What follows belongs to an exercise in optimizing a design on an open flow for small area, a short achievable clock period and few clock cycles per item; a production flow would make more cautious choices. Only simulation tests tie the RTL to the original design; equivalence was not proved.

File: flow/standard.sh
#!/bin/bash
# synth_recipe.tcl (not shown) runs the flow's synth.tcl, then flattens the netlist and writes it again
# the make line also repeats each setting of config.mk as NAME=value (left out here)
make -C /OpenROAD-flow-scripts/flow DESIGN_CONFIG=/design/flow/config.mk WORK_HOME=/design/flow/orfs CLKGATE_MAP_FILE= SYNTH_SCRIPT=/design/flow/synth_recipe.tcl "${@:-finish}"
File: flow/design.v
module wsc_fa (input wire a, input wire b, input wire c, output wire s, output wire co);
    assign s  = a ^ b ^ c;
    assign co = (a & b) | (a & c) | (b & c);
endmodule
module wsc_ha (input wire a, input wire b, output wire s, output wire co);
    assign s  = a ^ b;
    assign co = a & b;
endmodule
module wsc_px3_pre (
    input  wire [71:0] v,
    output wire [10:0] xs_X,
    output wire [10:0] xs_Y
);
    wire [7:0] v0 = v[7:0],   v1 = v[15:8],  v2 = v[23:16];
    wire [7:0] v3 = v[31:24], v4 = v[39:32], v5 = v[47:40];
    wire [7:0] v6 = v[55:48], v7 = v[63:56], v8 = v[71:64];
    wire [7:0] Mn = ~v4;
    wire s1 = ~(v0[2] ^ v2[2]);
    wire c2 = v0[2] | v2[2];
    wire s3, c4;
    wsc_fa us3 (.a(v0[3]), .b(v2[3]), .c(v6[3]), .s(s3), .co(c4));
    wire s5, c6;
    wsc_fa us5 (.a(v0[4]), .b(v2[4]), .c(v6[4]), .s(s5), .co(c6));
    wire s7, c8;
    wsc_fa us7 (.a(v0[5]), .b(v2[5]), .c(v6[5]), .s(s7), .co(c8));
    wire s9, c10;
    wsc_fa us9 (.a(v0[6]), .b(v2[6]), .c(v6[6]), .s(s9), .co(c10));
    wire s11, c12;
    wsc_fa us11 (.a(v0[7]), .b(v2[7]), .c(v6[7]), .s(s11), .co(c12));
    wire s13, c14;
    wsc_ha us13 (.a(v0[0]), .b(v2[0]), .s(s13), .co(c14));
    wire s15, c16;
    wsc_fa us15 (.a(v0[1]), .b(v2[1]), .c(v6[1]), .s(s15), .co(c16));
    wire s17, c18;
    wsc_fa us17 (.a(v6[2]), .b(v8[2]), .c(Mn[0]), .s(s17), .co(c18));
    wire s19, c20;
    wsc_fa us19 (.a(v8[3]), .b(Mn[1]), .c(c2), .s(s19), .co(c20));
    wire s21, c22;
    wsc_fa us21 (.a(v8[4]), .b(Mn[2]), .c(c4), .s(s21), .co(c22));
    wire s23, c24;
    wsc_fa us23 (.a(v8[5]), .b(Mn[3]), .c(c6), .s(s23), .co(c24));
    wire s25, c26;
    wsc_fa us25 (.a(v8[6]), .b(Mn[4]), .c(c8), .s(s25), .co(c26));
    wire s27, c28;
    wsc_fa us27 (.a(v8[7]), .b(Mn[5]), .c(c10), .s(s27), .co(c28));
    wire s29, c30;
    wsc_ha us29 (.a(v6[0]), .b(v8[0]), .s(s29), .co(c30));
    wire s31, c32;
    wsc_fa us31 (.a(v8[1]), .b(c14), .c(c30), .s(s31), .co(c32));
    wire s33, c34;
    wsc_fa us33 (.a(s1), .b(c16), .c(s17), .s(s33), .co(c34));
    wire s35, c36;
    wsc_fa us35 (.a(c18), .b(s3), .c(s19), .s(s35), .co(c36));
    wire s37, c38;
    wsc_fa us37 (.a(s5), .b(c20), .c(s21), .s(s37), .co(c38));
    wire s39, c40;
    wsc_fa us39 (.a(s7), .b(c22), .c(s23), .s(s39), .co(c40));
    wire s41, c42;
    wsc_fa us41 (.a(s9), .b(c24), .c(s25), .s(s41), .co(c42));
    wire s43, c44;
    wsc_fa us43 (.a(s11), .b(c26), .c(s27), .s(s43), .co(c44));
    wire s45, c46;
    wsc_fa us45 (.a(Mn[6]), .b(c12), .c(c28), .s(s45), .co(c46));
    assign xs_X = {1'b0, Mn[7], c44, c42, c40, c38, c36, c34, c32, s15, s13} + {1'b0, c46, s45, s43, s41, s39, s37, s35, s33, s31, s29};
    wire s47 = ~(v1[2] ^ v3[2]);
    wire c48 = v1[2] | v3[2];
    wire s49, c50;
    wsc_fa us49 (.a(v1[3]), .b(v3[3]), .c(v5[3]), .s(s49), .co(c50));
    wire s51, c52;
    wsc_fa us51 (.a(v1[4]), .b(v3[4]), .c(v5[4]), .s(s51), .co(c52));
    wire s53, c54;
    wsc_fa us53 (.a(v1[5]), .b(v3[5]), .c(v5[5]), .s(s53), .co(c54));
    wire s55, c56;
    wsc_fa us55 (.a(v1[6]), .b(v3[6]), .c(v5[6]), .s(s55), .co(c56));
    wire s57, c58;
    wsc_fa us57 (.a(v1[7]), .b(v3[7]), .c(v5[7]), .s(s57), .co(c58));
    wire s59, c60;
    wsc_ha us59 (.a(v1[0]), .b(v3[0]), .s(s59), .co(c60));
    wire s61, c62;
    wsc_fa us61 (.a(v1[1]), .b(v3[1]), .c(v5[1]), .s(s61), .co(c62));
    wire s63, c64;
    wsc_fa us63 (.a(v5[2]), .b(v7[2]), .c(Mn[0]), .s(s63), .co(c64));
    wire s65, c66;
    wsc_fa us65 (.a(v7[3]), .b(Mn[1]), .c(c48), .s(s65), .co(c66));
    wire s67, c68;
    wsc_fa us67 (.a(v7[4]), .b(Mn[2]), .c(c50), .s(s67), .co(c68));
    wire s69, c70;
    wsc_fa us69 (.a(v7[5]), .b(Mn[3]), .c(c52), .s(s69), .co(c70));
    wire s71, c72;
    wsc_fa us71 (.a(v7[6]), .b(Mn[4]), .c(c54), .s(s71), .co(c72));
    wire s73, c74;
    wsc_fa us73 (.a(v7[7]), .b(Mn[5]), .c(c56), .s(s73), .co(c74));
    wire s75, c76;
    wsc_ha us75 (.a(v5[0]), .b(v7[0]), .s(s75), .co(c76));
    wire s77, c78;
    wsc_fa us77 (.a(v7[1]), .b(c60), .c(c76), .s(s77), .co(c78));
    wire s79, c80;
    wsc_fa us79 (.a(s47), .b(c62), .c(s63), .s(s79), .co(c80));
    wire s81, c82;
    wsc_fa us81 (.a(c64), .b(s49), .c(s65), .s(s81), .co(c82));
    wire s83, c84;
    wsc_fa us83 (.a(s51), .b(c66), .c(s67), .s(s83), .co(c84));
    wire s85, c86;
    wsc_fa us85 (.a(s53), .b(c68), .c(s69), .s(s85), .co(c86));
    wire s87, c88;
    wsc_fa us87 (.a(s55), .b(c70), .c(s71), .s(s87), .co(c88));
    wire s89, c90;
    wsc_fa us89 (.a(s57), .b(c72), .c(s73), .s(s89), .co(c90));
    wire s91, c92;
    wsc_fa us91 (.a(Mn[6]), .b(c58), .c(c74), .s(s91), .co(c92));
    assign xs_Y = {1'b0, Mn[7], c90, c88, c86, c84, c82, c80, c78, s61, s59} + {1'b0, c92, s91, s89, s87, s85, s83, s81, s79, s77, s75};
endmodule
module wsc_px3_post (
    input  wire        op,
    input  wire        opn,          
    input  wire [10:0] xs_X,
    input  wire [10:0] xs_Y,
    input  wire [7:0]  M,
    output wire [7:0]  res
);
    function lo_ok_f;
        input [7:0] q;
        input [9:0] Al;
        begin
            casez (q)
                8'b1???????: lo_ok_f = 1'b1;
                8'b01??????: lo_ok_f = &Al[9:9];
                8'b001?????: lo_ok_f = &Al[9:8];
                8'b0001????: lo_ok_f = &Al[9:7];
                8'b00001???: lo_ok_f = &Al[9:6];
                8'b000001??: lo_ok_f = &Al[9:5];
                8'b0000001?: lo_ok_f = &Al[9:4];
                8'b00000001: lo_ok_f = &Al[9:3];
                default:     lo_ok_f = &Al[9:3] & (Al[2] | (Al[1] & Al[0]));
            endcase
        end
    endfunction
    wire n93 = xs_X[0];
    wire n94 = xs_X[1];
    wire n95 = xs_X[2];
    wire n96 = xs_X[3];
    wire n97 = xs_X[4];
    wire n98 = xs_X[5];
    wire n99 = xs_X[6];
    wire n100 = xs_X[7];
    wire n101 = xs_X[8];
    wire n102 = xs_X[9];
    wire n103 = xs_X[10];
    wire n104 = ~xs_Y[0];
    wire n105 = ~xs_Y[1];
    wire n106 = ~xs_Y[2];
    wire n107 = ~xs_Y[3];
    wire n108 = ~xs_Y[4];
    wire n109 = ~xs_Y[5];
    wire n110 = ~xs_Y[6];
    wire n111 = ~xs_Y[7];
    wire n112 = ~xs_Y[8];
    wire n113 = ~xs_Y[9];
    wire n114 = ~xs_Y[10];
    wire n115 = xs_Y[0];
    wire n116 = xs_Y[1];
    wire n117 = xs_Y[2];
    wire n118 = xs_Y[3];
    wire n119 = xs_Y[4];
    wire n120 = xs_Y[5];
    wire n121 = xs_Y[6];
    wire n122 = xs_Y[7];
    wire n123 = xs_Y[8];
    wire n124 = xs_Y[9];
    wire n125 = xs_Y[10];
    wire n126 = op & xs_X[0];
    wire n127 = op & xs_X[1];
    wire n128 = op & xs_X[2];
    wire n129 = op & xs_X[3];
    wire n130 = op & xs_X[4];
    wire n131 = op & xs_X[5];
    wire n132 = op ? xs_X[6] : ~xs_X[0];
    wire n133 = opn ? ~xs_X[1] : xs_X[7];
    wire n134 = op ? xs_X[8] : ~xs_X[2];
    wire n135 = opn ? ~xs_X[3] : xs_X[9];
    wire n136 = op ? xs_X[10] : ~xs_X[4];
    wire n137 = opn & ~xs_X[5];
    wire n138 = opn & ~xs_X[6];
    wire n139 = opn & ~xs_X[7];
    wire n140 = opn & ~xs_X[8];
    wire n141 = opn & ~xs_X[9];
    wire n142 = opn & ~xs_X[10];
    wire n143 = op & xs_X[0];
    wire n144 = opn ? xs_X[0] : xs_X[1];
    wire n145 = op ? xs_X[2] : xs_X[1];
    wire n146 = opn ? xs_X[2] : xs_X[3];
    wire n147 = op ? xs_X[4] : xs_X[3];
    wire n148 = opn ? xs_X[4] : xs_X[5];
    wire n149 = op ? xs_X[6] : xs_X[5];
    wire n150 = opn ? xs_X[6] : xs_X[7];
    wire n151 = op ? xs_X[8] : xs_X[7];
    wire n152 = opn ? xs_X[8] : xs_X[9];
    wire n153 = op ? xs_X[10] : xs_X[9];
    wire n154 = opn & xs_X[10];
    wire n155 = op & xs_X[0];
    wire n156 = op & xs_X[1];
    wire n157 = opn ? xs_Y[0] : xs_X[2];
    wire n158 = op ? xs_X[3] : xs_Y[1];
    wire n159 = opn ? xs_Y[2] : xs_X[4];
    wire n160 = op ? xs_X[5] : xs_Y[3];
    wire n161 = opn ? xs_Y[4] : xs_X[6];
    wire n162 = op ? xs_X[7] : xs_Y[5];
    wire n163 = opn ? xs_Y[6] : xs_X[8];
    wire n164 = op ? xs_X[9] : xs_Y[7];
    wire n165 = opn ? xs_Y[8] : xs_X[10];
    wire n166 = opn & xs_Y[9];
    wire n167 = opn & xs_Y[10];
    wire n168 = op & ~xs_X[0];
    wire n169 = op ? ~xs_X[1] : ~xs_Y[0];
    wire n170 = opn ? ~xs_Y[1] : ~xs_X[2];
    wire n171 = op ? ~xs_X[3] : ~xs_Y[2];
    wire n172 = opn ? ~xs_Y[3] : ~xs_X[4];
    wire n173 = op ? ~xs_X[5] : ~xs_Y[4];
    wire n174 = opn ? ~xs_Y[5] : ~xs_X[6];
    wire n175 = op ? ~xs_X[7] : ~xs_Y[6];
    wire n176 = opn ? ~xs_Y[7] : ~xs_X[8];
    wire n177 = op ? ~xs_X[9] : ~xs_Y[8];
    wire n178 = opn ? ~xs_Y[9] : ~xs_X[10];
    wire n179 = opn & ~xs_Y[10];
    wire n180 = op & ~xs_X[0];
    wire n181 = op & ~xs_X[1];
    wire n182 = op & ~xs_X[2];
    wire n183 = op & ~xs_X[3];
    wire n184 = op ? ~xs_X[4] : ~M[0];
    wire n185 = opn ? ~M[1] : ~xs_X[5];
    wire n186 = op ? ~xs_X[6] : ~M[2];
    wire n187 = opn ? ~M[3] : ~xs_X[7];
    wire n188 = op ? ~xs_X[8] : ~M[4];
    wire n189 = opn ? ~M[5] : ~xs_X[9];
    wire n190 = op ? ~xs_X[10] : ~M[6];
    wire n191 = opn & ~M[7];
    wire n192 = op & xs_X[0];
    wire n193 = op & xs_X[1];
    wire n194 = op & xs_X[2];
    wire n195 = op & xs_X[3];
    wire n196 = op & xs_X[4];
    wire n197 = op & xs_X[5];
    wire n198 = op & xs_X[6];
    wire n199 = op & xs_X[7];
    wire n200 = op & xs_X[8];
    wire n201 = op & xs_X[9];
    wire n202 = op & xs_X[10];
    wire n203 = opn & ~xs_X[0];
    wire n204 = opn & ~xs_X[1];
    wire n205 = opn & ~xs_X[2];
    wire n206 = opn & ~xs_X[3];
    wire n207 = opn & ~xs_X[4];
    wire n208 = opn & ~xs_X[5];
    wire n209 = opn & ~xs_X[6];
    wire n210 = opn & ~xs_X[7];
    wire n211 = opn & ~xs_X[8];
    wire n212 = opn & ~xs_X[9];
    wire n213 = opn & ~xs_X[10];
    wire n214 = op & xs_X[0];
    wire n215 = op & xs_X[1];
    wire n216 = op & xs_X[2];
    wire n217 = op & xs_X[3];
    wire n218 = op & xs_X[4];
    wire n219 = op & xs_X[5];
    wire n220 = op & xs_X[6];
    wire n221 = op & xs_X[7];
    wire n222 = op & xs_X[8];
    wire n223 = op & xs_X[9];
    wire n224 = op & xs_X[10];
    wire n225 = op & ~xs_Y[0];
    wire n226 = op & ~xs_Y[1];
    wire n227 = op & ~xs_Y[2];
    wire n228 = op & ~xs_Y[3];
    wire n229 = op & ~xs_Y[4];
    wire n230 = op & ~xs_Y[5];
    wire n231 = op & ~xs_Y[6];
    wire n232 = op & ~xs_Y[7];
    wire n233 = op & ~xs_Y[8];
    wire n234 = op & ~xs_Y[9];
    wire n235 = op & ~xs_Y[10];
    wire n236 = op & xs_Y[0];
    wire n237 = op & xs_Y[1];
    wire n238 = op & xs_Y[2];
    wire n239 = op & xs_Y[3];
    wire n240 = op & xs_Y[4];
    wire n241 = op & xs_Y[5];
    wire n242 = op & xs_Y[6];
    wire n243 = op & xs_Y[7];
    wire n244 = op & xs_Y[8];
    wire n245 = op & xs_Y[9];
    wire n246 = op & xs_Y[10];
    wire n247 = op & xs_Y[0];
    wire n248 = op & xs_Y[1];
    wire n249 = op & xs_Y[2];
    wire n250 = op & xs_Y[3];
    wire n251 = op & xs_Y[4];
    wire n252 = op & xs_Y[5];
    wire n253 = op & xs_Y[6];
    wire n254 = op & xs_Y[7];
    wire n255 = op & xs_Y[8];
    wire n256 = op & xs_Y[9];
    wire n257 = op & xs_Y[10];
    wire s258, c259;
    wsc_ha us258 (.a(op), .b(n127), .s(s258), .co(c259));
    wire s260, c261;
    wsc_ha us260 (.a(n128), .b(n180), .s(s260), .co(c261));
    wire s262, c263;
    wsc_ha us262 (.a(n129), .b(n181), .s(s262), .co(c263));
    wire s264, c265;
    wsc_fa us264 (.a(op), .b(n130), .c(n182), .s(s264), .co(c265));
    wire s266, c267;
    wsc_ha us266 (.a(op), .b(n131), .s(s266), .co(c267));
    wire s268 = ~(n104 ^ n132);
    wire c269 = n104 | n132;
    wire s270, c271;
    wsc_fa us270 (.a(n105), .b(opn), .c(n133), .s(s270), .co(c271));
    wire s272, c273;
    wsc_ha us272 (.a(n106), .b(op), .s(s272), .co(c273));
    wire s274, c275;
    wsc_ha us274 (.a(n93), .b(n107), .s(s274), .co(c275));
    wire s276, c277;
    wsc_fa us276 (.a(n96), .b(n110), .c(op), .s(s276), .co(c277));
    wire s278 = ~(n97 ^ n111);
    wire c279 = n97 | n111;
    wire s280, c281;
    wsc_ha us280 (.a(s278), .b(c277), .s(s280), .co(c281));
    wire s282, c283;
    wsc_fa us282 (.a(n98), .b(n112), .c(c279), .s(s282), .co(c283));
    wire s284, c285;
    wsc_fa us284 (.a(s282), .b(op), .c(n140), .s(s284), .co(c285));
    wire s286, c287;
    wsc_fa us286 (.a(n99), .b(n113), .c(n115), .s(s286), .co(c287));
    wire s288, c289;
    wsc_fa us288 (.a(s286), .b(c283), .c(op), .s(s288), .co(c289));
    wire s290, c291;
    wsc_ha us290 (.a(s288), .b(n141), .s(s290), .co(c291));
    wire s292, c293;
    wsc_fa us292 (.a(n100), .b(n114), .c(n116), .s(s292), .co(c293));
    wire s294, c295;
    wsc_fa us294 (.a(c287), .b(s292), .c(c289), .s(s294), .co(c295));
    wire s296, c297;
    wsc_ha us296 (.a(n142), .b(n145), .s(s296), .co(c297));
    wire s298 = ~(n101 ^ n117);
    wire c299 = n101 | n117;
    wire s300, c301;
    wsc_fa us300 (.a(s298), .b(c293), .c(n146), .s(s300), .co(c301));
    wire s302 = ~(M[0] ^ n102);
    wire c303 = M[0] | n102;
    wire s304, c305;
    wsc_fa us304 (.a(n118), .b(c299), .c(s302), .s(s304), .co(c305));
    wire s306, c307;
    wsc_fa us306 (.a(M[1]), .b(n103), .c(n119), .s(s306), .co(c307));
    wire s308, c309;
    wsc_fa us308 (.a(c303), .b(s306), .c(c305), .s(s308), .co(c309));
    wire s310, c311;
    wsc_fa us310 (.a(M[2]), .b(n120), .c(c307), .s(s310), .co(c311));
    wire s312, c313;
    wsc_ha us312 (.a(M[3]), .b(n121), .s(s312), .co(c313));
    wire n314 = ~M[4];
    wire s315, c316;
    wsc_ha us315 (.a(op), .b(n195), .s(s315), .co(c316));
    wire s317, c318;
    wsc_ha us317 (.a(n196), .b(n215), .s(s317), .co(c318));
    wire s319, c320;
    wsc_fa us319 (.a(n197), .b(n216), .c(n233), .s(s319), .co(c320));
    wire s321, c322;
    wsc_fa us321 (.a(n126), .b(n198), .c(n217), .s(s321), .co(c322));
    wire s323, c324;
    wsc_ha us323 (.a(n234), .b(n240), .s(s323), .co(c324));
    wire s325, c326;
    wsc_fa us325 (.a(n199), .b(n218), .c(n235), .s(s325), .co(c326));
    wire s327, c328;
    wsc_fa us327 (.a(n241), .b(n249), .c(c324), .s(s327), .co(c328));
    wire s329, c330;
    wsc_fa us329 (.a(n200), .b(n219), .c(n242), .s(s329), .co(c330));
    wire s331, c332;
    wsc_fa us331 (.a(n250), .b(c259), .c(s260), .s(s331), .co(c332));
    wire s333, c334;
    wsc_fa us333 (.a(n201), .b(n220), .c(n243), .s(s333), .co(c334));
    wire s335, c336;
    wsc_fa us335 (.a(n251), .b(c261), .c(s262), .s(s335), .co(c336));
    wire s337, c338;
    wsc_fa us337 (.a(n202), .b(n221), .c(n244), .s(s337), .co(c338));
    wire s339, c340;
    wsc_fa us339 (.a(n252), .b(c263), .c(c334), .s(s339), .co(c340));
    wire s341, c342;
    wsc_fa us341 (.a(n183), .b(n222), .c(n245), .s(s341), .co(c342));
    wire s343, c344;
    wsc_fa us343 (.a(n253), .b(s266), .c(c265), .s(s343), .co(c344));
    wire s345, c346;
    wsc_fa us345 (.a(n184), .b(n223), .c(n246), .s(s345), .co(c346));
    wire s347, c348;
    wsc_fa us347 (.a(n254), .b(c267), .c(s268), .s(s347), .co(c348));
    wire s349, c350;
    wsc_fa us349 (.a(n155), .b(n185), .c(n224), .s(s349), .co(c350));
    wire s351, c352;
    wsc_fa us351 (.a(n255), .b(c269), .c(c346), .s(s351), .co(c352));
    wire s353, c354;
    wsc_fa us353 (.a(s272), .b(n134), .c(n156), .s(s353), .co(c354));
    wire s355, c356;
    wsc_fa us355 (.a(n186), .b(n256), .c(c271), .s(s355), .co(c356));
    wire s357, c358;
    wsc_fa us357 (.a(s274), .b(c273), .c(n135), .s(s357), .co(c358));
    wire s359, c360;
    wsc_fa us359 (.a(n157), .b(n187), .c(n257), .s(s359), .co(c360));
    wire s361, c362;
    wsc_fa us361 (.a(n94), .b(n108), .c(c275), .s(s361), .co(c362));
    wire s363, c364;
    wsc_fa us363 (.a(s361), .b(n136), .c(n158), .s(s363), .co(c364));
    wire s365, c366;
    wsc_fa us365 (.a(n95), .b(n109), .c(c362), .s(s365), .co(c366));
    wire s367, c368;
    wsc_fa us367 (.a(s365), .b(n137), .c(n159), .s(s367), .co(c368));
    wire s369, c370;
    wsc_fa us369 (.a(c366), .b(s276), .c(n138), .s(s369), .co(c370));
    wire s371, c372;
    wsc_fa us371 (.a(n160), .b(n169), .c(n190), .s(s371), .co(c372));
    wire s373, c374;
    wsc_fa us373 (.a(n139), .b(n161), .c(n170), .s(s373), .co(c374));
    wire s375, c376;
    wsc_fa us375 (.a(n191), .b(n204), .c(s280), .s(s375), .co(c376));
    wire s377, c378;
    wsc_fa us377 (.a(n143), .b(n162), .c(n171), .s(s377), .co(c378));
    wire s379, c380;
    wsc_fa us379 (.a(n205), .b(c281), .c(c374), .s(s379), .co(c380));
    wire s381, c382;
    wsc_fa us381 (.a(n144), .b(n163), .c(n172), .s(s381), .co(c382));
    wire s383, c384;
    wsc_fa us383 (.a(n206), .b(s290), .c(c285), .s(s383), .co(c384));
    wire s385, c386;
    wsc_fa us385 (.a(n164), .b(n173), .c(n207), .s(s385), .co(c386));
    wire s387, c388;
    wsc_fa us387 (.a(c291), .b(s294), .c(s296), .s(s387), .co(c388));
    wire s389, c390;
    wsc_fa us389 (.a(n165), .b(n174), .c(n208), .s(s389), .co(c390));
    wire s391, c392;
    wsc_fa us391 (.a(c295), .b(c297), .c(c386), .s(s391), .co(c392));
    wire s393, c394;
    wsc_fa us393 (.a(s304), .b(n147), .c(n166), .s(s393), .co(c394));
    wire s395, c396;
    wsc_fa us395 (.a(n175), .b(n209), .c(c301), .s(s395), .co(c396));
    wire s397, c398;
    wsc_fa us397 (.a(opn), .b(s308), .c(n148), .s(s397), .co(c398));
    wire s399, c400;
    wsc_fa us399 (.a(n167), .b(n176), .c(n210), .s(s399), .co(c400));
    wire s401, c402;
    wsc_fa us401 (.a(s310), .b(op), .c(c309), .s(s401), .co(c402));
    wire s403, c404;
    wsc_fa us403 (.a(s401), .b(n149), .c(n177), .s(s403), .co(c404));
    wire s405, c406;
    wsc_fa us405 (.a(s312), .b(c311), .c(opn), .s(s405), .co(c406));
    wire s407, c408;
    wsc_fa us407 (.a(s405), .b(c402), .c(n150), .s(s407), .co(c408));
    wire s409, c410;
    wsc_fa us409 (.a(n122), .b(n314), .c(c313), .s(s409), .co(c410));
    wire s411, c412;
    wsc_fa us411 (.a(s409), .b(c406), .c(n151), .s(s411), .co(c412));
    wire s413, c414;
    wsc_fa us413 (.a(M[5]), .b(M[4]), .c(n123), .s(s413), .co(c414));
    wire s415, c416;
    wsc_ha us415 (.a(s413), .b(c410), .s(s415), .co(c416));
    wire s417, c418;
    wsc_fa us417 (.a(M[6]), .b(n124), .c(c414), .s(s417), .co(c418));
    wire s419, c420;
    wsc_ha us419 (.a(M[7]), .b(n125), .s(s419), .co(c420));
    wire s421, c422;
    wsc_ha us421 (.a(n214), .b(n231), .s(s421), .co(c422));
    wire s423, c424;
    wsc_fa us423 (.a(n232), .b(n238), .c(c316), .s(s423), .co(c424));
    wire s425, c426;
    wsc_fa us425 (.a(n239), .b(n247), .c(c318), .s(s425), .co(c426));
    wire s427, c428;
    wsc_fa us427 (.a(n248), .b(s323), .c(c320), .s(s427), .co(c428));
    wire s429, c430;
    wsc_fa us429 (.a(s258), .b(c322), .c(s325), .s(s429), .co(c430));
    wire s431, c432;
    wsc_fa us431 (.a(c326), .b(s329), .c(c328), .s(s431), .co(c432));
    wire s433, c434;
    wsc_fa us433 (.a(c330), .b(s333), .c(c332), .s(s433), .co(c434));
    wire s435, c436;
    wsc_fa us435 (.a(s264), .b(s337), .c(c336), .s(s435), .co(c436));
    wire s437, c438;
    wsc_fa us437 (.a(c338), .b(s341), .c(c340), .s(s437), .co(c438));
    wire s439, c440;
    wsc_fa us439 (.a(c342), .b(s345), .c(s347), .s(s439), .co(c440));
    wire s441, c442;
    wsc_fa us441 (.a(s270), .b(s349), .c(c348), .s(s441), .co(c442));
    wire s443, c444;
    wsc_fa us443 (.a(c350), .b(s353), .c(c352), .s(s443), .co(c444));
    wire s445, c446;
    wsc_fa us445 (.a(c354), .b(s357), .c(s359), .s(s445), .co(c446));
    wire s447, c448;
    wsc_fa us447 (.a(n188), .b(c358), .c(c360), .s(s447), .co(c448));
    wire s449, c450;
    wsc_fa us449 (.a(n168), .b(n189), .c(c364), .s(s449), .co(c450));
    wire s451, c452;
    wsc_fa us451 (.a(n203), .b(c368), .c(s369), .s(s451), .co(c452));
    wire s453, c454;
    wsc_fa us453 (.a(c370), .b(c372), .c(s373), .s(s453), .co(c454));
    wire s455, c456;
    wsc_fa us455 (.a(s284), .b(s377), .c(c376), .s(s455), .co(c456));
    wire s457, c458;
    wsc_fa us457 (.a(c378), .b(s381), .c(c380), .s(s457), .co(c458));
    wire s459, c460;
    wsc_fa us459 (.a(c382), .b(s385), .c(s387), .s(s459), .co(c460));
    wire s461, c462;
    wsc_fa us461 (.a(s300), .b(s389), .c(c388), .s(s461), .co(c462));
    wire s463, c464;
    wsc_fa us463 (.a(c390), .b(s393), .c(c392), .s(s463), .co(c464));
    wire s465, c466;
    wsc_fa us465 (.a(c394), .b(s397), .c(s399), .s(s465), .co(c466));
    wire s467, c468;
    wsc_fa us467 (.a(n211), .b(c398), .c(c400), .s(s467), .co(c468));
    wire s469, c470;
    wsc_fa us469 (.a(n178), .b(n212), .c(c404), .s(s469), .co(c470));
    wire s471, c472;
    wsc_fa us471 (.a(n179), .b(n213), .c(c408), .s(s471), .co(c472));
    wire s473, c474;
    wsc_fa us473 (.a(s415), .b(op), .c(n152), .s(s473), .co(c474));
    wire s475, c476;
    wsc_fa us475 (.a(s417), .b(c416), .c(opn), .s(s475), .co(c476));
    wire s477, c478;
    wsc_fa us477 (.a(s419), .b(c418), .c(opn), .s(s477), .co(c478));
    wire s479, c480;
    wsc_ha us479 (.a(n194), .b(n230), .s(s479), .co(c480));
    wire s481, c482;
    wsc_fa us481 (.a(n237), .b(c480), .c(s315), .s(s481), .co(c482));
    wire s483, c484;
    wsc_fa us483 (.a(c422), .b(s317), .c(s423), .s(s483), .co(c484));
    wire s485, c486;
    wsc_fa us485 (.a(s319), .b(c424), .c(s425), .s(s485), .co(c486));
    wire s487, c488;
    wsc_fa us487 (.a(s321), .b(c426), .c(s427), .s(s487), .co(c488));
    wire s489, c490;
    wsc_fa us489 (.a(s327), .b(c428), .c(s429), .s(s489), .co(c490));
    wire s491, c492;
    wsc_fa us491 (.a(s331), .b(c430), .c(s431), .s(s491), .co(c492));
    wire s493, c494;
    wsc_fa us493 (.a(s335), .b(c432), .c(s433), .s(s493), .co(c494));
    wire s495, c496;
    wsc_fa us495 (.a(s339), .b(c434), .c(s435), .s(s495), .co(c496));
    wire s497, c498;
    wsc_fa us497 (.a(s343), .b(c436), .c(s437), .s(s497), .co(c498));
    wire s499, c500;
    wsc_fa us499 (.a(c344), .b(s439), .c(c438), .s(s499), .co(c500));
    wire s501, c502;
    wsc_fa us501 (.a(s351), .b(c440), .c(s441), .s(s501), .co(c502));
    wire s503, c504;
    wsc_fa us503 (.a(s355), .b(c442), .c(s443), .s(s503), .co(c504));
    wire s505, c506;
    wsc_fa us505 (.a(c356), .b(s445), .c(c444), .s(s505), .co(c506));
    wire s507, c508;
    wsc_fa us507 (.a(s363), .b(c446), .c(s447), .s(s507), .co(c508));
    wire s509, c510;
    wsc_fa us509 (.a(s367), .b(c448), .c(s449), .s(s509), .co(c510));
    wire s511, c512;
    wsc_fa us511 (.a(s371), .b(c450), .c(s451), .s(s511), .co(c512));
    wire s513, c514;
    wsc_fa us513 (.a(s375), .b(c452), .c(s453), .s(s513), .co(c514));
    wire s515, c516;
    wsc_fa us515 (.a(s379), .b(c454), .c(s455), .s(s515), .co(c516));
    wire s517, c518;
    wsc_fa us517 (.a(s383), .b(c456), .c(s457), .s(s517), .co(c518));
    wire s519, c520;
    wsc_fa us519 (.a(c384), .b(s459), .c(c458), .s(s519), .co(c520));
    wire s521, c522;
    wsc_fa us521 (.a(s391), .b(c460), .c(s461), .s(s521), .co(c522));
    wire s523, c524;
    wsc_fa us523 (.a(s395), .b(c462), .c(s463), .s(s523), .co(c524));
    wire s525, c526;
    wsc_fa us525 (.a(c396), .b(s465), .c(c464), .s(s525), .co(c526));
    wire s527, c528;
    wsc_fa us527 (.a(s403), .b(c466), .c(s467), .s(s527), .co(c528));
    wire s529, c530;
    wsc_fa us529 (.a(s407), .b(c468), .c(s469), .s(s529), .co(c530));
    wire s531, c532;
    wsc_fa us531 (.a(s411), .b(c470), .c(s471), .s(s531), .co(c532));
    wire s533, c534;
    wsc_fa us533 (.a(c412), .b(s473), .c(c472), .s(s533), .co(c534));
    wire s535, c536;
    wsc_fa us535 (.a(s475), .b(n153), .c(c474), .s(s535), .co(c536));
    wire s537, c538;
    wsc_fa us537 (.a(c476), .b(s477), .c(n154), .s(s537), .co(c538));
    wire s539, c540;
    wsc_ha us539 (.a(n236), .b(s479), .s(s539), .co(c540));
    wire s541, c542;
    wsc_ha us541 (.a(s421), .b(s481), .s(s541), .co(c542));
    wire s543, c544;
    wsc_ha us543 (.a(c482), .b(s483), .s(s543), .co(c544));
    wire s545, c546;
    wsc_ha us545 (.a(c484), .b(s485), .s(s545), .co(c546));
    wire s547, c548;
    wsc_ha us547 (.a(c486), .b(s487), .s(s547), .co(c548));
    wire s549, c550;
    wsc_ha us549 (.a(c488), .b(s489), .s(s549), .co(c550));
    wire s551, c552;
    wsc_ha us551 (.a(c490), .b(s491), .s(s551), .co(c552));
    wire s553, c554;
    wsc_ha us553 (.a(c492), .b(s493), .s(s553), .co(c554));
    wire s555, c556;
    wsc_ha us555 (.a(c494), .b(s495), .s(s555), .co(c556));
    wire s557, c558;
    wsc_ha us557 (.a(c496), .b(s497), .s(s557), .co(c558));
    wire s559, c560;
    wsc_ha us559 (.a(c498), .b(s499), .s(s559), .co(c560));
    wire s561, c562;
    wsc_ha us561 (.a(c500), .b(s501), .s(s561), .co(c562));
    wire s563, c564;
    wsc_ha us563 (.a(c502), .b(s503), .s(s563), .co(c564));
    wire s565, c566;
    wsc_ha us565 (.a(c504), .b(s505), .s(s565), .co(c566));
    wire s567, c568;
    wsc_ha us567 (.a(c506), .b(s507), .s(s567), .co(c568));
    wire s569, c570;
    wsc_ha us569 (.a(c508), .b(s509), .s(s569), .co(c570));
    wire s571, c572;
    wsc_ha us571 (.a(c510), .b(s511), .s(s571), .co(c572));
    wire s573, c574;
    wsc_ha us573 (.a(c512), .b(s513), .s(s573), .co(c574));
    wire s575, c576;
    wsc_ha us575 (.a(c514), .b(s515), .s(s575), .co(c576));
    wire s577, c578;
    wsc_ha us577 (.a(c516), .b(s517), .s(s577), .co(c578));
    wire s579, c580;
    wsc_ha us579 (.a(c518), .b(s519), .s(s579), .co(c580));
    wire s581, c582;
    wsc_ha us581 (.a(c520), .b(s521), .s(s581), .co(c582));
    wire s583, c584;
    wsc_ha us583 (.a(c522), .b(s523), .s(s583), .co(c584));
    wire s585, c586;
    wsc_ha us585 (.a(c524), .b(s525), .s(s585), .co(c586));
    wire s587, c588;
    wsc_ha us587 (.a(c526), .b(s527), .s(s587), .co(c588));
    wire s589, c590;
    wsc_ha us589 (.a(c528), .b(s529), .s(s589), .co(c590));
    wire s591, c592;
    wsc_ha us591 (.a(c530), .b(s531), .s(s591), .co(c592));
    wire s593, c594;
    wsc_ha us593 (.a(c532), .b(s533), .s(s593), .co(c594));
    wire s595, c596;
    wsc_ha us595 (.a(c534), .b(s535), .s(s595), .co(c596));
    wire s597, c598;
    wsc_ha us597 (.a(c536), .b(s537), .s(s597), .co(c598));
    wire G599 = c548 | (s547 & c546);
    wire P600 = s547 & s545;
    wire G601 = G599 | (P600 & c544);
    wire P602 = P600 & s543;
    wire G603 = c542 | (s541 & c540);
    wire P604 = s541 & s539;
    wire G605 = G601 | (P602 & G603);
    wire P606 = P602 & P604;
    wire k607 = G605;
    wire a608 = s539 ^ 1'b0;
    wire a609 = s541 ^ c540;
    wire G610 = c542 | (s541 & c540);
    wire P611 = s541 & s539;
    wire a612 = s543 ^ G610;
    wire G613 = c544 | (s543 & c542);
    wire P614 = s543 & s541;
    wire G615 = G613 | (P614 & c540);
    wire P616 = P614 & s539;
    wire a617 = s545 ^ G615;
    wire G618 = c546 | (s545 & c544);
    wire P619 = s545 & s543;
    wire G620 = c542 | (s541 & c540);
    wire P621 = s541 & s539;
    wire G622 = G618 | (P619 & G620);
    wire P623 = P619 & P621;
    wire a624 = s547 ^ G622;
    wire [9:0] Al = {a624, a617, a612, a609, a608, 1'b0, 1'b0, 1'b0, 1'b0, 1'b0};
    wire G625 = c582 | (s581 & c580);
    wire P626 = s581 & s579;
    wire G627 = G625 | (P626 & c578);
    wire P628 = P626 & s577;
    wire G629 = c576 | (s575 & c574);
    wire P630 = s575 & s573;
    wire G631 = G627 | (P628 & G629);
    wire P632 = P628 & P630;
    wire G633 = c572 | (s571 & c570);
    wire P634 = s571 & s569;
    wire G635 = c568 | (s567 & c566);
    wire P636 = s567 & s565;
    wire G637 = G633 | (P634 & G635);
    wire P638 = P634 & P636;
    wire G639 = G631 | (P632 & G637);
    wire P640 = P632 & P638;
    wire G641 = c564 | (s563 & c562);
    wire P642 = s563 & s561;
    wire G643 = c560 | (s559 & c558);
    wire P644 = s559 & s557;
    wire G645 = G641 | (P642 & G643);
    wire P646 = P642 & P644;
    wire G647 = c556 | (s555 & c554);
    wire P648 = s555 & s553;
    wire G649 = c552 | (s551 & c550);
    wire P650 = s551 & s549;
    wire G651 = G647 | (P648 & G649);
    wire P652 = P648 & P650;
    wire G653 = G645 | (P646 & G651);
    wire P654 = P646 & P652;
    wire G655 = G639 | (P640 & G653);
    wire P656 = P640 & P654;
    wire k657 = G655 | (P656 & k607);
    wire h658 = s549 ^ k607;
    wire h659 = s551 ^ c550;
    wire h660 = s553 ^ c552;
    wire h661 = s555 ^ c554;
    wire h662 = s557 ^ c556;
    wire h663 = s559 ^ c558;
    wire h664 = s561 ^ c560;
    wire h665 = s563 ^ c562;
    wire h666 = s565 ^ c564;
    wire h667 = s567 ^ c566;
    wire h668 = s569 ^ c568;
    wire h669 = s571 ^ c570;
    wire h670 = s573 ^ c572;
    wire h671 = s575 ^ c574;
    wire h672 = s577 ^ c576;
    wire h673 = s579 ^ c578;
    wire h674 = s581 ^ c580;
    wire hi_ones = &{h674, h673, h672, h671, h670, h669, h668, h667, h666, h665, h664, h663, h662, h661, h660, h659, h658};
    wire c27 = k657;
    wire [7:0]  q0 = {c536, c534, c532, c530, c528, c526, c524, c522} + {s537, s535, s533, s531, s529, s527, s525, s523};
    wire [7:0]  q1 = q0 + 8'd1;
    wire [7:0]  q2 = q0 + 8'd2;
    wire lo_ok = c27 ? lo_ok_f(q1, Al) : lo_ok_f(q0, Al);
    wire flag = op & hi_ones & lo_ok;
    assign res = c27 ? (flag ? q2 : q1) : (flag ? q1 : q0);
endmodule
module wsc_px3 (
    input  wire         clk,
    input  wire         rst,
    input  wire         in_valid,
    output wire         in_ready,
    input  wire         in_op,        
    input  wire [287:0] in_win,
    output reg          out_valid,
    input  wire         out_ready,
    output reg  [31:0]  out_pix
);
    wire [43:0] xsx_w, xsy_w;
    genvar c;
    generate
        for (c = 0; c < 4; c = c + 1) begin : pre
            wsc_px3_pre u (
                .v   ({in_win[256+8*c +: 8], in_win[224+8*c +: 8], in_win[192+8*c +: 8],
                       in_win[160+8*c +: 8], in_win[128+8*c +: 8], in_win[96+8*c +: 8],
                       in_win[64+8*c +: 8],  in_win[32+8*c +: 8],  in_win[8*c +: 8]}),
                .xs_X(xsx_w[11*c +: 11]),
                .xs_Y(xsy_w[11*c +: 11])
            );
        end
    endgenerate
    reg         s1_valid;
    reg         s1_op;
    reg         s1_opn;       
    reg  [43:0] s1_xsx, s1_xsy;
    reg  [31:0] s1_m;
    reg         k0_valid, k1_valid;
    reg  [31:0] k0_pix, k1_pix;
    assign in_ready = !k1_valid && !(k0_valid && s1_valid);
    wire accept = in_valid && in_ready;
    always @(posedge clk) begin
        if (rst)
            s1_valid <= 1'b0;
        else
            s1_valid <= accept;
    end
    always @(posedge clk) begin
        s1_op  <= in_op;
        s1_opn <= ~in_op;
        s1_xsx <= xsx_w;
        s1_xsy <= xsy_w;
        s1_m   <= in_win[159:128];              
    end
    wire [31:0] res;
    generate
        for (c = 0; c < 4; c = c + 1) begin : post
            wsc_px3_post u (
                .op  (s1_op),
                .opn (s1_opn),
                .xs_X(s1_xsx[11*c +: 11]),
                .xs_Y(s1_xsy[11*c +: 11]),
                .M   (s1_m[8*c +: 8]),
                .res (res[8*c +: 8])
            );
        end
    endgenerate
    wire head_free = !out_valid || out_ready;
    always @(posedge clk) begin
        if (rst) begin
            out_valid <= 1'b0;
            k0_valid  <= 1'b0;
            k1_valid  <= 1'b0;
        end else if (head_free) begin
            out_valid <= k0_valid || s1_valid;
            k0_valid  <= k1_valid || (k0_valid && s1_valid);
            k1_valid  <= k1_valid && s1_valid;
        end else begin
            k0_valid  <= k0_valid || s1_valid;
            k1_valid  <= k1_valid || (k0_valid && s1_valid);
        end
    end
    always @(posedge clk) begin
        if (head_free)
            out_pix <= k0_valid ? k0_pix : res;
        if (head_free || !k0_valid)
            k0_pix <= (head_free && k1_valid) ? k1_pix : res;
        if (head_free || !k1_valid)
            k1_pix <= res;
    end
endmodule
File: flow/config.mk
export PLATFORM = sky130hd
export DESIGN_NAME = wsc_px3
export DESIGN_NICKNAME = wsc_px3
export VERILOG_FILES = /design/flow/design.v
export SDC_FILE = /design/flow/constraint.sdc
export NUM_CORES = 4
export LEC_CHECK = 0
export CAP_MARGIN = 20
export CORE_MARGIN = 2
export CORE_UTILIZATION = 40
export CTS_BUF_LIST = sky130_fd_sc_hd__clkbuf_4 sky130_fd_sc_hd__clkbuf_8
export CTS_CLUSTER_DIAMETER = 60
export CTS_CLUSTER_SIZE = 20
export SLEW_MARGIN = 20
export SYNTH_HIERARCHICAL = 1
File: flow/constraint.sdc
create_clock -name core_clock -period 28.0 [get_ports {clk}]
set_input_delay 5.6000 -clock core_clock [delete_from_list [all_inputs] [get_ports {clk}]]
set_output_delay 5.6000 -clock core_clock [all_outputs]
set_load 0.01 [all_outputs]
File: flow/flow/run.sh
#!/bin/bash
set -e
export BUFFER_PORTS_ARGS="-buffer_cell sky130_fd_sc_hd__buf_1"
export SETUP_SLACK_MARGIN=20.45
bash standard.sh > standard.log 2>&1
==> qor.yml, run 1 <==
drt-wirelength-per-cell_um: 19.19
async_flop_share_pct: 0
dieHeight_um: 292.6
worst_skew_pair.late_latency_ps: 630
final-setup-viol-count: 0
crit_required_ps: 28550
vias: 23150
worstMarginPinSlew_ps: 710.4
synth_top_area_share_pct: 38.94
cts_tree: "done"
grt_pass1_wl_mm: 132.8
cts_buffers: 24
cp-start-kind: "input pin"
slew_headroom_pct: 52.46
drt_iter0_drc: 1215
ys_seq_area_share_pct: 16.22
final_cells: 4311
hold_viol: 0
min_period_over_period_pct: 27.27
critPathKind: "in2reg"
worstPathCellList: "buf_1 -> fa_2 -> fa_1 -> fa_1 -> ha_4 -> and4_1 -> a211o_1 -> a21oi_2 -> xnor2_1"
cpMaxStageDelayCell: "fa_1"
nets: 4510
cpMostUsedCell: "fa_1"
rows: 105
synth-warning-count: 8
worstPathMaxFanout: 4
fin_setup_tns_ps: 0
synth_fp_nets: 4193
hold_class: "reg2reg"
firstDrtPassIters: 5
ant_nets: 0
drv_slew: 0
synth-seq-cells: 222
die_x_um: 292.6
cp.buffers_inverters: 1
fin_crit_ps: 7636
cpLargestDelayFamily: "adder cells"
clk_path_buf_depth: 3
die_area_mm2: 0.08561
vias_per_cell: 5.369
synthTopCellsByCount: "fa_1 (648), ha_1 (348), nor2_1 (235), inv_1 (222), a21oi_1 (129)"
ys_types: 70
rsz0062_at_grt: "true"
max_freq_ghz: 0.1310
ys.flop_type: "dfxtp_1"
track_usage_pct: 19.54
htree_num_levels: 1
postRouteWirelength_mm: 82.74
clk_pin_slew_ps: 110
synth_area_leaders: "fa_1 (39%), ha_1 (13%), edfxtp_1 (8.7%)"
dp_cells: 4257
antenna_found_initial: 1
synth_top_cell_by_area: "fa_1"
io_buffers: 326
syn_area_mm2: 0.03331
arrival_ps: 8180
clock_sinks: 222
synth_cells: 2904
maxCapViolCount: 0
io_pins: 327
core_area_mm2: 0.08224
synthToLayoutAreaGrowth_pct: 12.37
nFillCells: 7795
status: "no timing/DRC/antenna violations"
avgSynthCellArea_um2: 11.47
worstSetupEndpointType: "register"
gp_congestion: 0.9013
utilization_pct: 45.52
dp_hpwl_mm: 70.51
synth.most_common_cell: "fa_1"
fin_worst_skew_ps: 51.50
critical_path.max_stage_delay_ps: 560
grt_max_degree: 42
drive_gt1_share_pct: 11.86
initial_utilization_pct: 40.51
cts-root-buf: "clkbuf_8"
grt_pass1_vias: 24700
grt-ovfl-total: 0
drc: 0
synth_enable_flop_cells: 96
-- flip-flops by register name, indices dropped and copies added (netlist names) --
signal and flops:
k0_pix 32, k0_valid 1, k1_pix 32, k1_valid 1, out_pix 32, out_valid 1
s1_m 32, s1_op 1, s1_opn 1, s1_valid 1, s1_xsx 44, s1_xsy 44
-- path summary, 6_finish.rpt --
kind | startpoint | to | slack (ps) | depth (start not counted)
worst min register to register | k0_pix[31]$_DFFE_PP_ | out_pix[31]$_DFFE_PP_ | 520 | 1
worst max-delay path | in_win[45] | s1_xsy[20]$_DFF_P_ | 20360 | 9
worst min-delay path | k0_pix[31]$_DFFE_PP_ | out_pix[31]$_DFFE_PP_ | 520 | 1
worst max register to register | s1_xsy[20]$_DFF_P_ | out_pix[12]$_DFFE_PP_ | 20740 | 22
-- what timing repair did --
action / 4_1_cts / 5_1_grt
setup endpoints to repair: 14 / 70
hold buffers: 0 / 0
pin swaps: 13 / 22
buffers inserted: 2 / 4
gates cloned: 0 / 2
gates resized for setup: 6 / 64
-- cell type report --
cell class / instances / area, µm² / area share, %
multi-input combinational: 2400 / 27750 / 74.13
sequential: 222 / 5415 / 14.47
timing repair buffer: 344 / 1399 / 3.737
tap: 1070 / 1339 / 3.576
inverter: 227 / 939.7 / 2.510
clock buffer: 24 / 330.3 / 0.8824
clock inverter: 20 / 246.5 / 0.6584
timing repair inverter: 2 / 10.01 / 0.02674
antenna: 2 / 5.005 / 0.01337
-- layer usage --
metal  track usage, %  share of wire (%)  vias to the layer above
met1            27.24                 45                    11690
met5                0                  0                        -
met2            32.35                 48                      598
li1                 -                  -                    10760
met3            2.868                5.1                      105
met4            4.215                2.2                        0
-- per-stage QoR --
step / cell area, µm² / hold WS [ps] / setup slack [ps]
4_1_cts: 37090 / 537.5 / 20410
5_1_grt: 37440 / 555.7 / 20360
6_report: 37440 / 518.0 / 20360
3_3_place_gp: 36470 / 527.7 / 19710
2_1_floorplan: 34090 / 506.8 / 19900
3_5_place_dp: 36470 / 531.3 / 19660
-- modules after synthesis (local to each module, per instance) --
module        cells inside  times used
wsc_fa                   1         636
wsc_ha                   1         172
wsc_px3                308           1
wsc_px3_post           324           4
wsc_px3_pre            123           4
-- cell families after synthesis --
kind of cell / Yosys count / synth area share [%]
adders and majority gates: 996 / 52.01
and+or+nand+nor: 652 / 9.769
AOI/OAI and AO/OA: 492 / 10.69
buffers and inverters: 282 / 3.384
DFF: 222 / 16.22
xor gates and xnor gates: 148 / 3.891
muxes: 112 / 4.034
-- layout by cell type, fill, tap and decap left out, drive strengths merged, types with 9 or more instances in the layout --
cell,instances
clkinvlp,10
a21o,65
nand2,99
nand4,36
o21ai,88
fa,648
nor3b,9
o211ai,16
nor2,235
and3,32
buf,339
dfxtp,126
o2111ai,16
or3,16
nor2b,17
o21a,12
a21boi,16
inv,233
nand3,56
a21oi,145
edfxtp,96
mux2,88
clkbuf,29
a2111oi,16
xor2,80
ha,348
a211oi,49
a211o,12
mux2i,24
xnor2,68
nor3,44
and2,56
Testbench counts, summed over its fixed seeds: cycles 12,016, items 12,000.
==> run 2, diff against run 1 <==
==> flow/flow/run.sh (replaced) <==
#!/bin/bash
set -e
export BUFFER_PORTS_ARGS="-buffer_cell sky130_fd_sc_hd__buf_1"
export SETUP_SLACK_MARGIN=20.35
bash standard.sh > standard.log 2>&1
--- a/flow/config.mk
+++ b/flow/config.mk
@@ -6,4 +6,5 @@
 export NUM_CORES = 4
 export LEC_CHECK = 0
+export ABC_CLOCK_PERIOD_IN_PS = 2500
 export CAP_MARGIN = 20
 export CORE_MARGIN = 2
==> run 2 against run 1 <==
  * Global-route usage increased by 0.051 points
  * Via count decreased by 0.11%
  * Sequential share of layout area grew 0.13 points
  * Critical path depth unchanged
  * Register-to-register slack better by 60 ps
  * Utilization fell by 0.44 points
  * Clock-buffer cell count rose by 3
  * Die area stayed put
  * Synthesized cell count stayed put
  * Critical endpoint is now s1_xsy[9]$_DFF_P_
  * Highest routed layer unchanged
  * Largest cell class unchanged
  * Worst setup slack improved by 6.7 ps
==> qor.yml, run 2 <==
hold_class: "reg2reg"
nFillCells: 7834  # +0.50%
synth_fp_nets: 4193  # unchanged
worstPathCellList: "buf_1 -> fa_2 -> fa_1 -> fa_1 -> ha_4 -> and4_1 -> a211o_1 -> a21oi_2 -> xnor2_1"
grt_pass1_wl_mm: 132.7  # about the same
ys_seq_area_share_pct: 16.22  # unchanged
drive_gt1_share_pct: 9.991  # -1.9 points
io_pins: 327  # unchanged
hold_viol: 0  # unchanged
fin_crit_ps: 7629  # -6.700 ps
htree_num_levels: 1  # unchanged
fin_ws_ps: 20370  # +6.700 ps
antenna_found_initial: 2  # +1
cpLargestDelayFamily: "adder cells"
maxCapViolCount: 0  # unchanged
worstMarginPinSlew_ps: 780.8  # +70.45 ps
max_freq_ghz: 0.1311  # about the same
multi_input_area_mm2: 0.02742  # -1.2%
synth_top_cell_by_area: "fa_1"
worstSetupEndpointType: "register"
dp_cells: 4256  # -0.023%
seq_area_mm2: 0.005413  # about the same
ys.flop_type: "dfxtp_1"
rsz0062_at_grt: "false"
synthTopCellsByCount: "fa_1 (648), ha_1 (348), nor2_1 (235), inv_1 (222), a21oi_1 (129)"
worstPathMaxFanout: 4  # unchanged
avgSynthCellArea_um2: 11.47  # unchanged
ys_types: 70  # unchanged
synth-warning-count: 8  # unchanged
reg_top3: "s1_xsx: 44 flops, s1_xsy: 44 flops"
cts-root-buf: "clkbuf_8"
synth_cells: 2904  # unchanged
critPathKind: "in2reg"
synth-seq-cells: 222  # unchanged
arrival_ps: 8180  # about the same
final-setup-viol-count: 0  # unchanged
grt_pass1_vias: 24740  # +0.16%
dp_hpwl_mm: 70.52  # about the same
rows: 105  # unchanged
drt-wirelength-per-cell_um: 19.14  # -0.29%
dieHeight_um: 292.6  # unchanged
cpMostUsedCell: "fa_1"
slew_headroom_pct: 47.75  # -4.7 points
syn_area_mm2: 0.03331  # unchanged
cts_tree: "done"
status: "no timing/DRC/antenna violations"
postRouteWirelength_mm: 82.55  # -0.22%
cp-start-kind: "input pin"
min_period_over_period_pct: 27.25  # about the same
critical_path.max_stage_delay_ps: 560  # about the same
crit_required_ps: 28550  # about the same
worst_skew_pair.late_latency_ps: 660  # +30 ps
regToRegSetupSlack_ps: 20800  # +60 ps
io_buffers: 326  # unchanged
utilization_pct: 45.08  # -0.44 points
layout_common_cells: "fa_1 (629), buf_1 (326), ha_1 (324)"
firstDrtPassIters: 5  # unchanged
gp_congestion: 0.9089  # +0.84%
cts_buffers: 27  # +13%
core_area_mm2: 0.08224  # unchanged
async_flop_share_pct: 0  # unchanged
cp.buffers_inverters: 1  # unchanged
vias: 23120  # -0.11%
clk_pin_slew_ps: 90  # -20 ps
cpMaxStageDelayCell: "fa_1"
final_cells: 4314  # +0.070%
initial_utilization_pct: 40.51  # unchanged
mostFrequentLayoutCell: "fa_1"
synth_top_area_share_pct: 38.94  # unchanged
clock_sinks: 222  # unchanged
drt_iter0_drc: 1237  # +1.8%
synthToLayoutAreaGrowth_pct: 11.29
pre_cts_slack_ps: 19700  # +44.80 ps
clk_path_buf_depth: 3  # unchanged
nets: 4511  # +0.022%
die_area_mm2: 0.08561  # unchanged
grt_max_degree: 53  # +26%
synth.most_common_cell: "fa_1"
fin_setup_tns_ps: 0  # unchanged
synth_area_leaders: "fa_1 (39%), ha_1 (13%), edfxtp_1 (8.7%)"
synth_enable_flop_cells: 96  # unchanged
ant_nets: 0  # unchanged
vias_per_cell: 5.359  # -0.18%
grt-ovfl-total: 0  # unchanged
track_usage_pct: 19.59  # +0.051 points
ctsHoldBuffers: 0  # unchanged
fin_worst_skew_ps: 58.75  # +7.253 ps
drc: 0  # unchanged
die_x_um: 292.6  # unchanged
drv_slew: 0  # unchanged
==> run 2: kinds of logic (layout without fill, tap and decap cells) <==
group | count (synthesis) | count (layout) | synth area share (%)
adders and majority gates | 996 | 996 | 52.01
buffers and inverters | 282 | 621 | 3.384
other | 0 | 1 | 0
DFF | 222 | 222 | 16.22
muxes | 112 | 112 | 4.034
xor gates and xnor gates | 148 | 148 | 3.891
AOI/OAI and AO/OA | 492 | 492 | 10.69
and+or+nand+nor | 652 | 652 | 9.769
==> run 2: metal layers <==
metal	vias to the layer above	wire, µm	global-route usage [%]
met2	687	38740	32.00
met5	-	0	0
li1	10760	-	-
met4	0	2064	4.590
met1	11570	36930	27.62
met3	103	4816	2.747
==> run 2: stage by stage <==
| stage | hold WS [ps] | instance area, µm² |
|---|---|---|
| floorplan | 506.8 | 33940 |
| global placement | 527.5 | 36310 |
| detailed placement | 532.7 | 36310 |
| CTS | 521.8 | 36970 |
| global route | 532.0 | 37070 |
| finish | 500.6 | 37070 |
==> run 2: area by class of cell <==
class,count,share of cell area [%]
Inverter,227,2.325
Tap cell,1070,3.611
Multi-Input combinational cell,2400,73.97
Antenna cell,1,0.006750
Timing Repair Buffer,343,3.695
Timing Repair inverter,1,0.01350
Sequential cell,222,14.60
Clock inverter,23,0.7762
Clock buffer,27,1.002
==> run 2: worst paths after layout <==
kind                        startpoint  depth (start not counted)                   end
setup / recovery            in_win[37]                          9     s1_xsy[9]$_DFF_P_
hold / removal    k1_pix[23]$_DFFE_PP_                          1  k0_pix[23]$_DFFE_PP_
setup reg to reg     s1_xsy[7]$_DFF_P_                         23  out_pix[6]$_DFFE_PP_
hold reg to reg   k1_pix[23]$_DFFE_PP_                          1  k0_pix[23]$_DFFE_PP_
==> run 2: modules after synthesis (local to each module, per instance) <==
module | cell area (µm²) | cells | flip-flops and latches
wsc_fa | 20.02 | 1 | 0
wsc_px3_post | 2083 | 324 | 0
wsc_px3 | 6414 | 308 | 222
wsc_px3_pre | 920.9 | 123 | 0
wsc_ha | 12.51 | 1 | 0
==> run 2: repair_timing <==
item,4_1_cts,5_1_grt
resized for setup,0,14
setup endpoints to repair,0,57
buffers inserted,0,6
==> run 3, diff against run 2 <==
==> flow/flow/run.sh (replaced) <==
#!/bin/bash
set -e
export BUFFER_PORTS_ARGS="-buffer_cell sky130_fd_sc_hd__buf_1"
export SETUP_SLACK_MARGIN=20.55
bash standard.sh > standard.log 2>&1
--- a/flow/config.mk
+++ b/flow/config.mk
@@ -6,5 +6,5 @@
 export NUM_CORES = 4
 export LEC_CHECK = 0
-export ABC_CLOCK_PERIOD_IN_PS = 2500
+export ABC_AREA = 1
 export CAP_MARGIN = 20
 export CORE_MARGIN = 2
==> run 3 against run 2 <==
  * Still clean
  * Sequential share of layout area fell by 0.73 points
  * Critical path type unchanged
  * Critical endpoint unchanged
  * Largest cell class unchanged
  * Highest routed layer unchanged
==> qor.yml, run 3 <==
status: "no timing/DRC/antenna violations"
initial_utilization_pct: 40.50  # about the same
wl_met2_mm: 42.00  # +8.4%
synthTopCellsByCount: "nand2_1 (936), fa_1 (648), inv_1 (557), ha_1 (348), nand3_1 (292)"
die_area_mm2: 0.09050  # +5.7%
drt-wirelength-per-cell_um: 16.53  # -14%
track_usage_pct: 20.21  # +0.62 points
fin_worst_skew_ps: 78.58  # +19.83 ps
synth_area_leaders: "fa_1 (37%), ha_1 (12%), nand2_1 (10%)"
rsz0062_at_grt: "true"
cpLargestDelayFamily: "adder cells"
pre_cts_slack_ps: 19960  # +263.6 ps
grt_pass1_vias: 27960  # +13%
nFillCells: 8532  # +8.9%
htree_num_levels: 1  # unchanged
worstMarginPinSlew_ps: 887.1  # +106.3 ps
grt-ovfl-total: 0  # unchanged
met1_length_mm: 41.53  # +12%
crit_required_ps: 28510  # -40 ps
min_period_over_period_pct: 26.29  # -0.95 points
worstPathCellList: "buf_1 -> fa_2 -> fa_1 -> fa_1 -> ha_1 -> nand2_2 -> inv_1 -> a21oi_2 -> nand3_1 -> nand2_1 -> nand2_1"
vias_per_cell: 4.975  # -7.2%
io_pins: 327  # unchanged
dieHeight_um: 300.8  # +2.8%
reg_top3: "s1_xsx: 44 flops, s1_xsy: 44 flops"
synth_cells: 3983  # +37%
hold_class: "reg2reg"
max_freq_ghz: 0.1358  # +3.6%
rows: 108  # +2.9%
final-setup-viol-count: 0  # unchanged
fin_ws_ps: 20640  # +266.4 ps
top_layer: "met4"
synth.most_common_cell: "nand2_1"
mostFrequentLayoutCell: "nand2_1"
cts_buffers: 25  # -7.4%
synth_top_area_share_pct: 36.81  # -2.1 points
synth-seq-cells: 222  # unchanged
cts-root-buf: "clkbuf_8"
worstPathMaxFanout: 5  # +1
wl_met3_mm: 5.085  # +5.6%
clk_path_buf_depth: 3  # unchanged
drc: 0  # unchanged
worstSetupEndpointType: "register"
fin_crit_ps: 7363  # -266.4 ps
cp-start-kind: "input pin"
hold_viol: 0  # unchanged
grt_pass1_wl_mm: 145.8  # +9.9%
drt_iter0_drc: 1524  # +23%
drv_slew: 0  # unchanged
synth_top_cell_by_area: "fa_1"
ys.flop_type: "dfxtp_1"
avgSynthCellArea_um2: 8.849  # -23%
ant_nets: 0  # unchanged
grt_max_degree: 68  # +28%
ctsHoldBuffers: 0  # unchanged
ys_types: 39  # -44%
slew_headroom_pct: 40.79  # -7.0 points
cp.buffers_inverters: 2  # +1
synth-warning-count: 8  # unchanged
io_buffers: 326  # unchanged
core_area_mm2: 0.08702  # +5.8%
clock_sinks: 222  # unchanged
arrival_ps: 7870  # -310 ps
clk_pin_slew_ps: 110  # +20 ps
die_x_um: 300.8  # +2.8%
synth_enable_flop_cells: 96  # unchanged
syn_area_mm2: 0.03525  # +5.8%
gp_congestion: 0.9056  # -0.36%
critical_path.max_stage_delay_ps: 510  # -50 ps
worst_skew_pair.late_latency_ps: 670  # about the same
nets: 5576  # +24%
vias: 27180  # +18%
antenna_found_initial: 1  # -1
async_flop_share_pct: 0  # unchanged
firstDrtPassIters: 8  # +3
synth_fp_nets: 5272  # +26%
cpMaxStageDelayCell: "fa_1"
dp_hpwl_mm: 76.99  # +9.2%
maxCapViolCount: 0  # unchanged
layout_common_cells: "nand2_1 (918), fa_1 (620), inv_1 (548)"
synthToLayoutAreaGrowth_pct: 10.76
cts_tree: "done"
critPathKind: "in2reg"
fin_setup_tns_ps: 0  # unchanged
postRouteWirelength_mm: 90.28  # +9.4%
drive_gt1_share_pct: 7.455  # -2.5 points
ys_seq_area_share_pct: 15.34  # -0.89 points
-- run 3: repair_timing --
action	4_1_cts	5_1_grt
buffers inserted	1	0
gates cloned	0	1
setup endpoints to repair	2	9
pin swaps	0	1
gates resized for setup	1	9
-- run 3: worst paths after layout --
path	slack [ps]	endpoint	startpoint	cells past startpoint
worst min register to register	500	k0_pix[0]$_DFFE_PP_	k1_pix[0]$_DFFE_PP_	2
worst min-delay path	500	k0_pix[0]$_DFFE_PP_	k1_pix[0]$_DFFE_PP_	2
worst max register to register	20880	out_pix[16]$_DFFE_PP_	s1_opn$_DFF_P_	31
worst max-delay path	20640	s1_xsy[9]$_DFF_P_	in_win[166]	11
-- run 3: worst min-delay path, cell delays in order (launching register included) --
cell,delay [ps]
edfxtp_1,330
nand3_1,70
nand2_1,70
-- run 3: cell families after synthesis --
| group | count (synthesis) | share of synthesized area [%] |
|---|---|---|
| AND/OR/NAND/NOR | 1752 | 21.99 |
| adder cells (fa/ha/maj) | 996 | 49.16 |
| buffers and inverters | 651 | 7.189 |
| AO/OA/AOI/OAI | 286 | 4.441 |
| flip-flops | 222 | 15.34 |
| XOR/XNOR | 76 | 1.889 |
-- run 3: area by class of cell --
cell class | instances | area [µm²] | area share (%)
clock buffer | 25 | 344.1 | 0.8814
timing repair inverter | 1 | 5.005 | 0.01282
inverter | 590 | 2218 | 5.683
timing repair buffer | 337 | 1350 | 3.458
antenna | 1 | 2.502 | 0.006410
clock inverter | 21 | 240.2 | 0.6154
sequential | 222 | 5414 | 13.87
multi-input combinational | 3110 | 28020 | 71.77
tap | 1155 | 1445 | 3.702
-- run 3: metal layers --
layer  track usage (%)  vias to the layer above
li1                  -                    13240
met1             28.60                    13080
met2             33.44                      764
met3             2.605                       90
met4             3.743                        0
met5                 0                        -
-- run 3: modules after synthesis, one instance, submodules excluded --
| module | copies in the design | cells | area (µm²) | flip-flops and latches |
|---|---|---|---|---|
| wsc_px3 | 1 | 455 | 6444 | 222 |
| wsc_px3_post | 4 | 492 | 2434 | 0 |
| wsc_px3_pre | 4 | 188 | 1046 | 0 |
| wsc_fa | 636 | 1 | 20.02 | 0 |
| wsc_ha | 172 | 1 | 12.51 | 0 |
-- run 3: per-stage QoR --
stage / std cells / util (%) / area (µm²) / hold slack (ps)
CTS: 5460 / 44.82 / 39000 / 506.6
global placement: 5413 / 44.11 / 38390 / 488.0
floorplan: 3983 / - / 35950 / 466.3
detailed placement: 5413 / 44.11 / 38390 / 488.1
global route: 5462 / 44.86 / 39040 / 546.4
finish: 5462 / 44.86 / 39040 / 497.2

## afterwards: timing with drivers on the ports
How much do the figures lean on ideal ports? The routed layouts below were timed once more, with nothing changed but the port constraints.
Step 1, drivers: a clkbuf_16 drives clk and a buf_2 each remaining input, both assumed.
Step 2, shift: input delay + t, output delay - t, t = (earliest + latest rising clock arrival at the registers) / 2. This alone moves slack from input paths to output paths.
Slacks: no drivers / after step 1 / after step 2; pairs: no drivers / after step 1.
| run | t (ns) | setup WS [ns] | latest minus earliest clock arrival (ns) |
|---|---|---|---|
| run 1 | 0.657 | 20.364 / 20.398 / 19.740 | 0.051 / 0.051 |
| run 2 | 0.690 | 20.371 / 20.404 / 19.714 | 0.061 / 0.060 |
| run 3 | 0.683 | 20.637 / 20.669 / 19.986 | 0.080 / 0.080 |
After both steps setup and hold are still met in every run listed. For run 2, which loses most, drivers alone change the setup slack by +0.033 ns; drivers and shift together by -0.657 ns.
